Background: an optimization exercise with open tools, aiming at small area, a short achievable clock period and few clock cycles per item. Do not read the settings as production practice.
RTL that was checked went through simulation tests only; none was proved equivalent to the original.
No activity file was given, so power comes from the tool's default toggle rates.

## sana_envbank
module sana_envbank (
    input  wire        clk,
    input  wire        rst,
    input  wire        in_valid,
    output wire        in_ready,
    input  wire [2:0]  in_op,
    input  wire [1:0]  in_unit,
    input  wire [79:0] in_data,
    output reg         out_valid,
    output reg  [8:0]  out_state,
    output wire [47:0] out_value,
    output reg         out_err
);
    localparam [2:0] ST_ATTACK = 3'd0, ST_DECAY = 3'd1, ST_SUSTAIN = 3'd2,
                     ST_RELEASE = 3'd3, ST_WAIT = 3'd4, ST_ECHO = 3'd5;
    localparam [2:0] V_HOLD = 3'd0, V_ZERO = 3'd1, V_ONE = 3'd2, V_S = 3'd3,
                     V_JOB = 3'd4, V_REL0 = 3'd5, V_RS = 3'd6;
    localparam [1:0] J_NONE = 2'd0, J_ATT = 2'd1, J_DEC = 2'd2, J_REL = 2'd3;
    localparam [15:0] ONE = 16'd32768;
    reg rst_q;
    reg in_ready_q;
    assign in_ready = in_ready_q;
    wire acc = in_valid & in_ready_q & ~rst;
    reg        c_valid;
    reg [2:0]  c_op;
    reg [1:0]  c_unit;
    reg [15:0] c_sus;
    always @(posedge clk) begin
  ...
clock: 19.0 ns
lec_check: 0
cap_margin: 20
core_margin: 2
core_utilization: 40
cts_cluster_diameter: 150
cts_cluster_size: 20
slew_margin: 20
synth_hierarchical: 1
synth_minimum_keep_size: 0
standard.sh (not shown) runs the stock make flow with config.mk's settings and CLKGATE_MAP_FILE= SYNTH_SCRIPT=/design/flow/synth_recipe.tcl, a recipe that flattens the netlist after the stock synthesis.
==> flow/flow/run.sh <==
#!/bin/bash
# Layout: the standard flow (its synthesis unchanged), with timing repair
# aiming at a shorter cycle than the 19 ns clock: the clock, the delays at the
# ports and every other constraint stay as they are. make's output goes to
# make_flow.log; ORFS keeps each step's log under orfs/logs.
set -euo pipefail
cd "$(dirname "$0")/.."
export SETUP_SLACK_MARGIN=14.15
export BUFFER_PORTS_ARGS="-buffer_cell sky130_fd_sc_hd__buf_4"
bash standard.sh > make_flow.log 2>&1
Testbench counts at the start, summed over its fixed seeds: cycles 36,512, items 32,000.
Next try:
--- a/flow/flow/run.sh
+++ b/flow/flow/run.sh
@@ -8,2 +8,2 @@
-export SETUP_SLACK_MARGIN=14.15
-export BUFFER_PORTS_ARGS="-buffer_cell sky130_fd_sc_hd__buf_4"
+export SETUP_SLACK_MARGIN=14.0
+export BUFFER_PORTS_ARGS="-buffer_cell sky130_fd_sc_hd__buf_2"
Settings changed: CTS_BUF_LIST set to sky130_fd_sc_hd__clkbuf_8, CTS_CLUSTER_SIZE 20 to 12.
Effect: Sequential share of layout area is higher by 0.88 points. Utilization is lower by 0.99 points. Clock-buffer cell count is unchanged. Final area is lower by 2.2%.
Next try:
Settings changed: CTS_BUF_LIST sky130_fd_sc_hd__clkbuf_8 to unset, CTS_CLUSTER_SIZE 12 to 20, GPL_TIMING_DRIVEN set to 1.
What happened: Total power came out higher by 3.6%. Wire length decreases by 0.59%. Utilization barely changes. Synthesized cell count stays the same. Register-to-register slack hardly moves. Via count went down by 0.82%. Hold slack is better by 0.060 ns. Critical path depth is unchanged.
Next try:
Settings changed: GPL_TIMING_DRIVEN 1 to unset.
Result: The changed run completed without violations. Worst hold slack is unchanged. Total power is unchanged. Die area does not change. Synthesized cell count does not change. Critical path depth stays the same. Utilization does not change.

---

sana_envbank, a different RTL version from the one above (not shown whole).
Size: about 640 flip-flops, roughly 37000 sq um of cells after synthesis.
// sana_envbank
module sana_envbank (
    input  wire        clk,
    input  wire        rst,
    input  wire        in_valid,
    output wire        in_ready,
    input  wire [2:0]  in_op,
    input  wire [1:0]  in_unit,
    input  wire [79:0] in_data,
    output reg         out_valid,
    output reg  [8:0]  out_state,
    output wire [47:0] out_value,
    output reg         out_err
);
Settings: LEC_CHECK=0, CAP_MARGIN=20, CORE_MARGIN=2, CORE_UTILIZATION=40, CTS_CLUSTER_DIAMETER=150, CTS_CLUSTER_SIZE=24, SLEW_MARGIN=20, SYNTH_HIERARCHICAL=1, SYNTH_MINIMUM_KEEP_SIZE=0; clock period 19.0 ns.
==> flow/flow/run.sh <==
#!/bin/bash
# Layout: the standard flow (its synthesis unchanged), with timing repair
# aiming at a shorter cycle than the 19 ns clock: the clock, the delays at the
# ports and every other constraint stay as they are. make's output goes to
# make_flow.log; ORFS keeps each step's log under orfs/logs.
set -euo pipefail
cd "$(dirname "$0")/.."
export SETUP_SLACK_MARGIN=14.0
export BUFFER_PORTS_ARGS="-buffer_cell sky130_fd_sc_hd__buf_4"
bash standard.sh > make_flow.log 2>&1
Testbench counts at the start, summed over its fixed seeds: cycles 36,512, items 32,000.
Rerun with:
Settings changed: CTS_CLUSTER_DIAMETER 150 to default, CTS_CLUSTER_SIZE 24 to default.
Sequential share of layout area goes down by 1.3 points.
Via count goes up by 0.97%.
Design area goes up by 3.5%.
Clock-buffer cell count goes up by 47.
Wire length goes up by 0.99%.
Setup slack is about the same.
Sequential cell count does not change.
Global-route usage goes up by 0.38 points.
Synthesized cell count stays the same.
First-iteration DRC count goes up by 5.3%.
Area after synthesis is unchanged.

---

Another version of the RTL of sana_envbank (not shown whole).
Size: about 3200 cells after synthesis, about 0.035 mm2 of cells after synthesis.
Design sana_envbank, start of the top module:
module sana_envbank (
    input  wire        clk,
    input  wire        rst,
    input  wire        in_valid,
    output wire        in_ready,
    input  wire [2:0]  in_op,
    input  wire [1:0]  in_unit,
    input  wire [79:0] in_data,
    output reg         out_valid,
    output reg  [8:0]  out_state,
    output wire [47:0] out_value,
    output reg         out_err
);
export LEC_CHECK = 0
export CAP_MARGIN = 20
export CORE_MARGIN = 2
export CORE_UTILIZATION = 40
export CTS_BUF_LIST = sky130_fd_sc_hd__clkbuf_8
export CTS_CLUSTER_DIAMETER = 150
export CTS_CLUSTER_SIZE = 12
export SLEW_MARGIN = 20
export SYNTH_HIERARCHICAL = 1
export SYNTH_MINIMUM_KEEP_SIZE = 0
create_clock -name core_clock -period 19.0 [get_ports {clk}]
==> flow/flow/run.sh <==
#!/bin/bash
# Layout: the standard flow (its synthesis unchanged), with timing repair
# aiming at a shorter cycle than the 19 ns clock: the clock, the delays at the
# ports and every other constraint stay as they are. make's output goes to
# make_flow.log; ORFS keeps each step's log under orfs/logs.
set -euo pipefail
cd "$(dirname "$0")/.."
export SETUP_SLACK_MARGIN=14.0
export BUFFER_PORTS_ARGS="-buffer_cell sky130_fd_sc_hd__buf_2"
bash standard.sh > make_flow.log 2>&1
The first run ran to the end with no violations.
Testbench counts at the start, summed over its fixed seeds: cycles 36,512, items 32,000.
Change:
--- a/flow/config.mk
+++ b/flow/config.mk
@@ -11 +10,0 @@
-export CTS_BUF_LIST = sky130_fd_sc_hd__clkbuf_8
@@ -13 +12 @@
-export CTS_CLUSTER_SIZE = 12
+export CTS_CLUSTER_SIZE = 20
Sequential cell count does not change.
Area after synthesis is unchanged.
First-iteration DRC count falls by a few percent.
Hold slack is better by 0.011 ns.

---

Another version of the RTL of sana_envbank (not shown whole).
For scale: about 3,400 cells after synthesis, roughly 610 flip-flops, ~150 I/O pins, ~36,000 um2 of cells after synthesis.
==> flow/config.mk <==
export PLATFORM = sky130hd
export DESIGN_NAME = sana_envbank
export DESIGN_NICKNAME = sana_envbank
export VERILOG_FILES = /design/flow/design.v
export SDC_FILE = /design/flow/constraint.sdc
export NUM_CORES = 4
export LEC_CHECK = 0
export CAP_MARGIN = 20
export CORE_MARGIN = 2
export CORE_UTILIZATION = 60
export CTS_CLUSTER_DIAMETER = 150
export CTS_CLUSTER_SIZE = 20
export SLEW_MARGIN = 20
export SYNTH_HIERARCHICAL = 1
export SYNTH_MINIMUM_KEEP_SIZE = 0
==> flow/constraint.sdc <==
create_clock -name core_clock -period 19.0 [get_ports {clk}]
set_input_delay 3.8000 -clock core_clock [delete_from_list [all_inputs] [get_ports {clk}]]
set_output_delay 3.8000 -clock core_clock [all_outputs]
set_load 0.01 [all_outputs]
==> flow/flow/run.sh <==
#!/bin/bash
# Layout: the standard flow (its synthesis unchanged), with timing repair
# aiming at a shorter cycle than the 19 ns clock: the clock, the delays at the
# ports and every other constraint stay as they are. make's output goes to
# make_flow.log; ORFS keeps each step's log under orfs/logs.
set -euo pipefail
cd "$(dirname "$0")/.."
export SETUP_SLACK_MARGIN=14.0
export BUFFER_PORTS_ARGS="-buffer_cell sky130_fd_sc_hd__buf_4"
bash standard.sh > make_flow.log 2>&1
Testbench counts at the start, summed over its fixed seeds: cycles 36,512, items 32,000.
Edit:
--- a/flow/config.mk
+++ b/flow/config.mk
@@ -8,5 +8,5 @@
 export CAP_MARGIN = 20
 export CORE_MARGIN = 2
-export CORE_UTILIZATION = 60
+export CORE_UTILIZATION = 40
 export CTS_CLUSTER_DIAMETER = 150
 export CTS_CLUSTER_SIZE = 20
=> The changed run ran to the end with no violations. Clock power climbs by 3.0%. Register-to-register slack is worse by 0.08 ns. Clock-buffer cell count drops by 1. Total power climbs by 0.75%. Sequential share of layout area drops by 0.51 points. Worst setup slack is worse by 0.017 ns.

---

sana_envbank, a different RTL version from the one above (not shown whole).
For scale: about 3400 cells after synthesis, ~610 flip-flops, roughly 150 I/O pins.
==> flow/config.mk <==
export PLATFORM = sky130hd
export DESIGN_NAME = sana_envbank
export DESIGN_NICKNAME = sana_envbank
export VERILOG_FILES = /design/flow/design.v
export SDC_FILE = /design/flow/constraint.sdc
export NUM_CORES = 4
export LEC_CHECK = 0
export CAP_MARGIN = 20
export CORE_MARGIN = 2
export CORE_UTILIZATION = 40
export CTS_CLUSTER_DIAMETER = 150
export CTS_CLUSTER_SIZE = 20
export SLEW_MARGIN = 20
export SYNTH_HIERARCHICAL = 1
export SYNTH_MINIMUM_KEEP_SIZE = 0
==> flow/constraint.sdc <==
create_clock -name core_clock -period 19.0 [get_ports {clk}]
set_input_delay 3.8000 -clock core_clock [delete_from_list [all_inputs] [get_ports {clk}]]
set_output_delay 3.8000 -clock core_clock [all_outputs]
set_load 0.01 [all_outputs]
==> flow/flow/run.sh <==
#!/bin/bash
# Layout: the standard flow (its synthesis unchanged), with timing repair
# aiming at a shorter cycle than the 19 ns clock: the clock, the delays at the
# ports and every other constraint stay as they are. make's output goes to
# make_flow.log; ORFS keeps each step's log under orfs/logs.
set -euo pipefail
cd "$(dirname "$0")/.."
export SETUP_SLACK_MARGIN=14.0
export BUFFER_PORTS_ARGS="-buffer_cell sky130_fd_sc_hd__buf_2"
bash standard.sh > make_flow.log 2>&1
The baseline finished with timing, DRC and antenna clean.
Testbench counts at the start, summed over its fixed seeds: cycles 36,512, items 32,000.
==> next run, changes <==
--- a/flow/flow/run.sh
+++ b/flow/flow/run.sh
@@ -8,3 +8,3 @@
 export SETUP_SLACK_MARGIN=14.0
-export BUFFER_PORTS_ARGS="-buffer_cell sky130_fd_sc_hd__buf_2"
+export BUFFER_PORTS_ARGS="-buffer_cell sky130_fd_sc_hd__buf_4"
 bash standard.sh > make_flow.log 2>&1
=>
- non-clock buffer count went up by 8
- power hardly moves
- worst setup slack is about the same
- synthesized area stays the same
- first-iteration DRC count went down by a few percent
- worst hold slack gets worse by 12 ps
- design area went up slightly
- utilization went up by 0.44 points
- wire length went up slightly
- sequential share of layout area went down by 0.41 points

---

sana_envbank, a different RTL version from the one above (not shown whole).
Size: about 3900 cells after synthesis, about 640 flip-flops.
==> flow/config.mk <==
export PLATFORM = sky130hd
export DESIGN_NAME = sana_envbank
export DESIGN_NICKNAME = sana_envbank
export VERILOG_FILES = /design/flow/design.v
export SDC_FILE = /design/flow/constraint.sdc
export NUM_CORES = 4
export LEC_CHECK = 0
export CAP_MARGIN = 20
export CORE_MARGIN = 2
export CORE_UTILIZATION = 40
export SLEW_MARGIN = 20
export SYNTH_HIERARCHICAL = 1
export SYNTH_MINIMUM_KEEP_SIZE = 0
==> flow/constraint.sdc <==
create_clock -name core_clock -period 19.0 [get_ports {clk}]
set_input_delay 3.8000 -clock core_clock [delete_from_list [all_inputs] [get_ports {clk}]]
set_output_delay 3.8000 -clock core_clock [all_outputs]
set_load 0.01 [all_outputs]
==> flow/flow/run.sh <==
#!/bin/bash
# Layout: the standard flow (its synthesis unchanged), with timing repair
# aiming at a shorter cycle than the 19 ns clock: the clock, the delays at the
# ports and every other constraint stay as they are. make's output goes to
# make_flow.log; ORFS keeps each step's log under orfs/logs.
set -euo pipefail
cd "$(dirname "$0")/.."
export SETUP_SLACK_MARGIN=14.5
export BUFFER_PORTS_ARGS="-buffer_cell sky130_fd_sc_hd__buf_4"
bash standard.sh > make_flow.log 2>&1
==> next run, changes <==
--- a/flow/flow/run.sh
+++ b/flow/flow/run.sh
@@ -6,5 +6,4 @@
 set -euo pipefail
 cd "$(dirname "$0")/.."
-export SETUP_SLACK_MARGIN=14.5
-export BUFFER_PORTS_ARGS="-buffer_cell sky130_fd_sc_hd__buf_4"
+export SETUP_SLACK_MARGIN=13.5
 bash standard.sh > make_flow.log 2>&1
=>
- utilization falls by 2.4 points
- synthesized area does not change
- non-clock buffer count falls by 147
- setup slack degrades by 0.47 ns
- design area falls by 4.9%
- via count falls by 3.5%
- global-route usage falls by 1.2 points
- power falls by 1.1%
- register-to-register slack degrades by 0.42 ns
- cell count falls by 2.9%
- worst hold slack improves by 0.015 ns
Function was not checked in any run of this note: the RTL went through the layout flow alone.

-- what the ideal ports hide --
Ports are ideal in the flow. The routed layouts listed here were re-timed in OpenROAD. Step 1 sets driving cells, clkbuf_16 on the clock port and buf_2 on the other inputs (assumed; they add their load-dependent delay and slew). Step 2 moves the port delays by t, midway between the first and last clock arrival at a register: inputs arrive t later, outputs are due t later. That takes back most of the time a late clock gives input paths. Slacks: ideal ports / drivers / drivers and shift; pairs: ideal ports / drivers.
run | t (ns) | setup slack, ns | hold WS [ns] | pins driven straight from the clock port
the first run of note 1 | 0.629 | 14.001 / 13.939 / 13.610 | 0.318 / 0.318 / 0.318 | 1
the second run of note 1 | 0.768 | 13.880 / 13.818 / 13.487 | 0.262 / 0.262 / 0.262 | 1
the third run of note 1 | 0.635 | 13.994 / 13.932 / 13.456 | 0.322 / 0.322 / 0.322 | 1
the fourth run of note 1 | 0.635 | 13.994 / 13.932 / 13.456 | 0.322 / 0.322 / 0.322 | 1
the first run of note 2 | 0.712 | 14.025 / 13.960 / 13.370 | 0.318 / 0.318 / 0.318 | 1
the second run of note 2 | 0.701 | 14.022 / 13.954 / 13.450 | 0.287 / 0.287 / 0.287 | 1
the first run of note 3 | 0.737 | 13.876 / 13.819 / 13.363 | 0.313 / 0.313 / 0.313 | 1
the second run of note 3 | 0.649 | 13.980 / 13.917 / 13.607 | 0.325 / 0.325 / 0.325 | 1
the first run of note 4 | 0.641 | 14.010 / 13.951 / 13.404 | 0.328 / 0.328 / 0.328 | 1
the second run of note 4 | 0.645 | 13.993 / 13.977 / 13.391 | 0.329 / 0.329 / 0.329 | 1
the first run of note 5 | 0.661 | 14.037 / 13.975 / 13.523 | 0.326 / 0.326 / 0.326 | 1
the second run of note 5 | 0.659 | 14.038 / 13.971 / 13.470 | 0.314 / 0.314 / 0.314 | 1
the first run of note 6 | 0.721 | 14.005 / 13.937 / 13.473 | 0.305 / 0.305 / 0.305 | 1
the second run of note 6 | 0.714 | 13.535 / 13.467 / 12.924 | 0.320 / 0.320 / 0.320 | 1
After both steps every run listed still meets setup and hold. The setup slack of the first run of note 2, which loses most, moves by -0.065 ns with the drivers and by -0.655 ns with both steps.
